Source: an optimization exercise on an open RTL-to-GDS flow (aim: a short achievable clock period and few clock cycles). Production flows keep margins and buffers that such runs may drop.
Function was checked by simulation only, so behaviour that the tests miss may differ from the original.
Power is estimated from default activity; no workload was simulated.

==> run R: inputs <==
## mvn_cpu
module mvn_cpu (
    input  wire        clk,
    input  wire        rst,
    output reg         mem_req,
    output reg         mem_we,
    output reg  [11:0] mem_addr,
    output reg  [7:0]  mem_wdata,
    input  wire        mem_ready,
    input  wire [7:0]  mem_rdata,
    output wire        in_ready,
    input  wire        in_valid,
    input  wire [11:0] in_data,
    output wire        out_valid,
    output wire [11:0] out_data,
    output wire        halted,
    input  wire        resume,
    output wire        done,
    output wire        faulted,
    output wire [3:0]  fault_code,
    output wire [12:0] pc_o,
    output wire [11:0] ac_o
);
clock: 7.0 ns
lec_check: 0
abc_clock_period_in_ps: 3000
cap_margin: 35
core_margin: 2
core_utilization: 20
place_density: 0.4
setup_slack_margin: 3.0
slew_margin: 35
run.sh (not shown) runs the stock make flow with config.mk's settings and CLKGATE_MAP_FILE= SYNTH_SCRIPT=/design/flow/synth_recipe.tcl, a recipe that flattens the netlist after the stock synthesis.
==> run X (differences from run R) <==
--- a/flow/design.v
+++ b/flow/design.v
@@ -65,15 +65,14 @@
     endfunction
     reg [12:0] pcf;
     reg        f_halt;
     reg [12:0] ras;
     reg        d_v, d_ff, d_needs;
     reg [15:0] d_ir;
     reg [12:0] d_pc, d_pc2, d_npc, d_seq;
-    reg [11:0] d_a1;
     reg        e_v, e_ff;
     reg [11:0] e_a, e_a1;
     reg [12:0] e_pc2, e_npc, e_tgt, e_seq;
     reg        e_fold;
     reg        e_mt, e_mnt;      
     reg        e_jmp, e_jz, e_jn, e_lv, e_add, e_mul, e_div, e_ld, e_sc, e_rs,
                e_hm, e_gd, e_pd, e_os, e_st, e_st_ok, e_aend, e_odd, e_rdop;
@@ -119,27 +118,41 @@
         case (f_word_m[15:12])
             OP_JMP, OP_HM: fm_pn = f_word_m[0] ? fm_pc2 : {1'b0, f_word_m[11:0]};
             OP_SC:         fm_pn = f_word_m[0] ? fm_pc2 : fm_a2;
             default:       fm_pn = fm_pc2;
         endcase
     end
     wire        fm_pnras = (f_word_m[15:12] == OP_RS);
+    wire [3:0]  fm_op    = f_word_m[15:12];
+    wire        fm_ctl   = (fm_op == OP_JMP) || (fm_op == OP_SC) || (fm_op == OP_RS) ||
+                           (fm_op == OP_HM) || (fm_op == OP_OS);
+    wire        fm_needs = (f_word_m[11:0] != 12'hFFF) &&
+                           ((fm_op == OP_ADD) || (fm_op == OP_SUB) || (fm_op == OP_MUL) ||
+                            (fm_op == OP_DIV) || (fm_op == OP_LD)  || (fm_op == OP_RS));
+    wire        fm_jmpe  = (fm_op == OP_JMP) && !f_word_m[0];
+    wire        fm_os    = (fm_op == OP_OS);
+    wire        c_ctl, c_needs, c_jmpe, c_os;
+    reg         tr_v;
+    reg  [11:0] tr_tgt;
+    reg  [NI-1:0] tr_m;
     wire [12:0] f_pn;
     wire        f_pnras, f_fold;
     wire [NI-1:0] f_m;
     wire        f_train;
     reg  [NI-1:0] prev_m;
     reg         prev_ok;
     mvn_icache #(.N(NI), .B(6)) icache (
         .clk(clk), .rst(rst), .addr(pcf[11:1]), .hit(f_hit), .word(f_word_c),
         .pn(f_pn), .pnras(f_pnras), .fold(f_fold), .m(f_m),
+        .ctl(c_ctl), .needs(c_needs), .jmpe(c_jmpe), .os(c_os),
+        .alloc_ctl(fm_ctl), .alloc_needs(fm_needs), .alloc_jmpe(fm_jmpe), .alloc_os(fm_os),
         .alloc(alloc && f_for_i), .alloc_tag(fa[11:1]), .alloc_word(f_word_m),
         .alloc_pn(fm_pn), .alloc_pnras(fm_pnras),
         .st(st_commit), .st_a0(e_a), .st_a1(e_a1),
-        .train(f_train), .train_m(prev_m), .train_tgt(f_word_c[11:0]));
+        .train(tr_v), .train_m(tr_m), .train_tgt(tr_tgt));
     mvn_wcache #(.N(ND), .B(5)) dcache (
         .clk(clk), .rst(rst), .addr(d_a[11:1]), .hit(d_hit_w), .word(d_word_c),
         .alloc(alloc && !f_for_i), .alloc_tag(fa[11:1]), .alloc_word(f_word_m),
         .st(st_commit), .st_a0(e_a), .st_a1(e_a1), .st_b0(st_b0), .st_b1(st_b1));
     wire e_real = e_v && !e_ff && !ending;
     wire sb_room = (sb_cnt <= SBD - 2);
     wire sb_ne   = (sb_cnt != 0);
@@ -244,15 +257,15 @@
     assign st_b1 = e_sc ? e_pc2[7:0] : ac[7:0];
     wire   st_pend = e_v && !e_ff && e_st;       
     wire smc = st_commit && (wov(e_a[11:1], e_a1[11:1], d_pc[11:1], d_pc2[11:1]) ||
                              wov(e_a[11:1], e_a1[11:1], pcf[11:1], pcf2[11:1]) || st_self);
     wire mispredict = taken ? !e_mt_a : !e_mnt;
     wire flush = e_done && (mispredict || smc);
     wire [3:0] d_op  = d_ir[15:12];
-    wire       d_haz = st_pend && wov(e_a[11:1], e_a1[11:1], d_a[11:1], d_a1[11:1]);
+    wire       d_haz = st_pend && (wov(e_a[11:1], e_a1[11:1], d_a[11:1], d_a[11:1]) || d_a[0]);
     wire acc    = mem_req && mem_ready;
     wire wr_now = acc && sb_ne;
     wire rd_lo  = acc && !sb_ne && fs;
     wire fdirty_now = fdirty ||
                       (st_commit && wov(e_a[11:1], e_a1[11:1], fa[11:1], fa_cur[11:1]));
     assign fdone = rd_lo && !fdirty_now;
     wire d_fill  = fdone && (fa == d_a);
@@ -277,31 +290,25 @@
     wire [12:0] d_a2 = {inc13({2'b00, d_a[11:1]}), 1'b0};
     wire [12:0] d_tt = (d_op == OP_SC) ? d_a2 : {1'b0, d_a};
     wire        f_fill = fdone && (fa == pcf[11:0]);
     wire [15:0] f_word = f_hit ? f_word_c : f_word_m;
     wire [3:0]  f_op   = f_word[15:12];
     wire [11:0] f_a    = f_word[11:0];
     wire [12:0] pcf2   = {inc13({1'b0, pcf[12:1]}), 1'b0};
-    wire [12:0] f_a2   = {inc13({2'b00, f_a[11:1]}), 1'b0};
-    wire [12:0] f_a1w  = inc13({1'b0, f_a});
     wire [12:0] f_pred = f_hit ? (f_pnras ? ras : f_pn) : (fm_pnras ? ras : fm_pn);
-    wire        f_ctl  = (f_op == OP_JMP) || (f_op == OP_SC) || (f_op == OP_RS) ||
-                         (f_op == OP_HM) || (f_op == OP_OS);
-    wire [12:0] f_seq  = (f_hit && !f_ctl) ? f_pn : pcf2;
-    assign f_train = f_adv && f_hit && prev_ok && !alloc && (f_op == OP_JMP) && !f_a[0];
+    wire        f_ctl  = f_hit ? c_ctl : fm_ctl;
+    wire [12:0] f_seq  = (f_hit && !c_ctl) ? f_pn : pcf2;
+    assign f_train = f_adv && f_hit && prev_ok && !alloc && c_jmpe;
     wire f_ff    = pcf[12];
     wire f_ok    = !f_halt && (f_hit || f_ff || f_fill);
     wire f_adv   = f_ok && d_free && !flush && !ending;
-    wire f_needs = !f_ff && (f_a != 12'hFFF) &&
-                   ((f_op == OP_ADD) || (f_op == OP_SUB) || (f_op == OP_MUL) ||
-                    (f_op == OP_DIV) || (f_op == OP_LD)  || (f_op == OP_RS));
+    wire f_needs = !f_ff && (f_hit ? c_needs : fm_needs);
     wire d_want = d_v && d_needs;
     wire f_miss = !f_halt && !f_ff && !f_hit;
     wire [11:0] f_req  = d_want ? d_a : pcf[11:0];
-    wire [11:0] f_req1 = d_want ? d_a1 : pcf[11:0];
     wire f_start = !fs && acc && !sb_ne && !flush && !ending &&
                    (d_want ? (!d_hit && !d_haz) : f_miss);
     always @(*) begin
         mem_req   = sb_ne || !ending;
         mem_we    = sb_ne;
         mem_addr  = sb_ne ? sb_a[sb_head] : fs ? fa_cur : f_req;
         mem_wdata = sb_d[sb_head];
@@ -317,14 +324,15 @@
     assign ac_o       = ac;
     always @(posedge clk) begin
         if (rst) begin
             pcf         <= 13'd0;
             f_halt      <= 1'b0;
             ras         <= 13'd0;
             prev_ok     <= 1'b0;
+            tr_v        <= 1'b0;
             d_v         <= 1'b0;
             e_v         <= 1'b0;
             ac          <= 12'd0;
             ending      <= 1'b0;
             done_r      <= 1'b0;
             end_faulted <= 1'b0;
             end_code    <= E_NONE;
@@ -332,41 +340,43 @@
             div_act     <= 1'b0;
             fs          <= 1'b0;
             sb_head     <= {SBB{1'b0}};
             sb_tail     <= {SBB{1'b0}};
             sb_cnt      <= {(SBB+1){1'b0}};
         end else begin
             if (flush || alloc) prev_ok <= 1'b0;
-            else if (f_adv) prev_ok <= f_hit && !f_ctl && !f_fold && !f_ff;
+            else if (f_adv) prev_ok <= f_hit && !c_ctl && !f_fold && !f_ff;
+            tr_v   <= f_train;
+            tr_tgt <= f_word_c[11:0];
+            tr_m   <= prev_m;
             if (f_adv) prev_m <= f_m;
             if (flush) begin
                 pcf    <= e_anpc;
                 f_halt <= 1'b0;
             end else if (f_adv) begin
                 pcf <= f_pred;
-                if (f_ff || f_op == OP_OS) f_halt <= 1'b1;
-                if (f_op == OP_SC) ras <= pcf2;
+                if (f_ff || (f_hit ? c_os : fm_os)) f_halt <= 1'b1;
             end
             if (d_free) begin
                 d_ff    <= f_ff;
                 d_needs <= f_needs;
                 d_ir    <= f_word;
                 d_pc    <= pcf;
                 d_pc2   <= pcf2;
                 d_npc   <= f_pred;
                 d_seq   <= f_seq;
-                d_a1    <= f_a1w[11:0];
             end
+            if (d_v && d_op == OP_SC) ras <= d_pc2;
             if (flush || ending) d_v <= 1'b0;
             else if (d_free)     d_v <= f_adv;
             if (e_free) begin
                 e_v     <= d_go;
                 e_ff    <= d_ff;
                 e_a     <= d_a;
-                e_a1    <= d_a1;
+                e_a1    <= d_a + 12'd1;
                 e_pc2   <= d_pc2;
                 e_npc   <= d_npc;
                 e_tgt   <= d_tt;
                 e_mt    <= (d_npc == d_tt);
                 e_mnt   <= (d_npc == d_seq);
                 e_seq   <= d_seq;
                 e_fold  <= (d_seq != d_pc2);
@@ -447,15 +457,15 @@
             end else if (!fs) begin
                 if (f_start) begin
                     fs      <= 1'b1;
                     f_for_i <= !d_want;
                     fa      <= f_req;
                     fa_cur  <= f_req + 12'd1;
                     fhi     <= mem_rdata;
-                    fdirty  <= st_commit && wov(e_a[11:1], e_a1[11:1], f_req[11:1], f_req1[11:1]);
+                    fdirty  <= st_commit && (wov(e_a[11:1], e_a1[11:1], f_req[11:1], f_req[11:1]) || f_req[0]);
                 end
             end else if (rd_lo) begin
                 fs <= 1'b0;
             end
         end
     end
 endmodule
@@ -520,14 +530,22 @@
     input  wire [10:0]  addr,
     output reg          hit,
     output reg  [15:0]  word,
     output reg  [12:0]  pn,
     output reg          pnras,
     output reg          fold,
     output reg  [N-1:0] m,
+    output reg          ctl,
+    output reg          needs,
+    output reg          jmpe,
+    output reg          os,
+    input  wire         alloc_ctl,
+    input  wire         alloc_needs,
+    input  wire         alloc_jmpe,
+    input  wire         alloc_os,
     input  wire         alloc,
     input  wire [10:0]  alloc_tag,
     input  wire [15:0]  alloc_word,
     input  wire [12:0]  alloc_pn,
     input  wire         alloc_pnras,
     input  wire         st,
     input  wire [11:0]  st_a0,
@@ -535,28 +553,36 @@
     input  wire         train,
     input  wire [N-1:0] train_m,
     input  wire [11:0]  train_tgt
 );
     reg [10:0] tag [0:N-1];
     reg [15:0] dat [0:N-1];
     reg [12:0] pnr [0:N-1];
-    reg [N-1:0] val, ras_f, fld;
+    reg [N-1:0] val, ras_f, fld, ctl_f, needs_f, jmpe_f, os_f;
     reg [B-1:0] ptr;
     integer i;
     always @(*) begin
         word  = 16'd0;
         pn    = 13'd0;
         pnras = 1'b0;
         fold  = 1'b0;
+        ctl   = 1'b0;
+        needs = 1'b0;
+        jmpe  = 1'b0;
+        os    = 1'b0;
         for (i = 0; i < N; i = i + 1) begin
             m[i]  = val[i] && (tag[i] == addr);
             word  = word  | (m[i] ? dat[i] : 16'd0);
             pn    = pn    | (m[i] ? pnr[i] : 13'd0);
             pnras = pnras | (m[i] && ras_f[i]);
             fold  = fold  | (m[i] && fld[i]);
+            ctl   = ctl   | (m[i] && ctl_f[i]);
+            needs = needs | (m[i] && needs_f[i]);
+            jmpe  = jmpe  | (m[i] && jmpe_f[i]);
+            os    = os    | (m[i] && os_f[i]);
         end
         hit = |m;
     end
     reg [N-1:0] sth;
     integer k;
     always @(*) begin
         for (k = 0; k < N; k = k + 1)
@@ -573,14 +599,18 @@
         end else begin
             for (j = 0; j < N; j = j + 1) begin
                 if (alloc && ptr == j) begin
                     tag[j]   <= alloc_tag;
                     dat[j]   <= alloc_word;
                     pnr[j]   <= alloc_pn;
                     ras_f[j] <= alloc_pnras;
+                    ctl_f[j]   <= alloc_ctl;
+                    needs_f[j] <= alloc_needs;
+                    jmpe_f[j]  <= alloc_jmpe;
+                    os_f[j]    <= alloc_os;
                     val[j]   <= 1'b1;
                     fld[j]   <= 1'b0;
                 end else begin
                     if (sth[j]) val[j] <= 1'b0;
                     if (clr) begin
                         if (fld[j]) begin
                             fld[j] <= 1'b0;
==> results.txt <==
- CP Max Fanout: 23
- Routed wire length: 1120 mm
- Commonest cells in the netlist: edfxtp_1, xnor2_1, nor2_1
- LEAKAGE: around 0.080 uW
- Status: finished clean
- NonClk Buf Share: 16.3%
- Synth top area share: 50.8%
That was run X.
==> results.txt <==
- Routed wire length: 1090 mm
- Clock sinks: 2,785
- LEAKAGE: slightly below 0.08 uW
- Status: finished clean
- CP Max Fanout: 13
- Commonest cells in the netlist: edfxtp_1, xnor2_1, a21oi_1
- Synth top area share: 48.8%
That was run R.
Testbench counts of run R, summed over its fixed seeds: cycles 22,753.
Testbench counts of run X, summed over its fixed seeds: cycles 22,753.

re-timing with driven ports:
Ports are ideal in the flow. The routed layouts listed here were re-timed in OpenROAD. Step 1: set_driving_cell puts a clkbuf_16 on clk and a buf_2 on each other input, an assumption about the parent block. Step 2 moves the port delays by t, midway between the first and last clock arrival at a register: inputs arrive t later, outputs are due t later. That takes back most of the time a late clock gives input paths. Slacks: ideal / step 1 / step 2; pairs: ideal / step 1.
run	t (ns)	setup slack, ns	worst setup path after step 2	clock arrival spread, ns
run R	1.183	1.702 / 1.702 / 1.379	input to register	0.219 / 0.219
run X	1.252	2.154 / 2.154 / 1.625	input to register	0.163 / 0.164
After both steps setup and hold are still met in every run listed. The setup slack of run X, which loses most, moves by 0.000 ns with the drivers and by -0.529 ns with both steps.
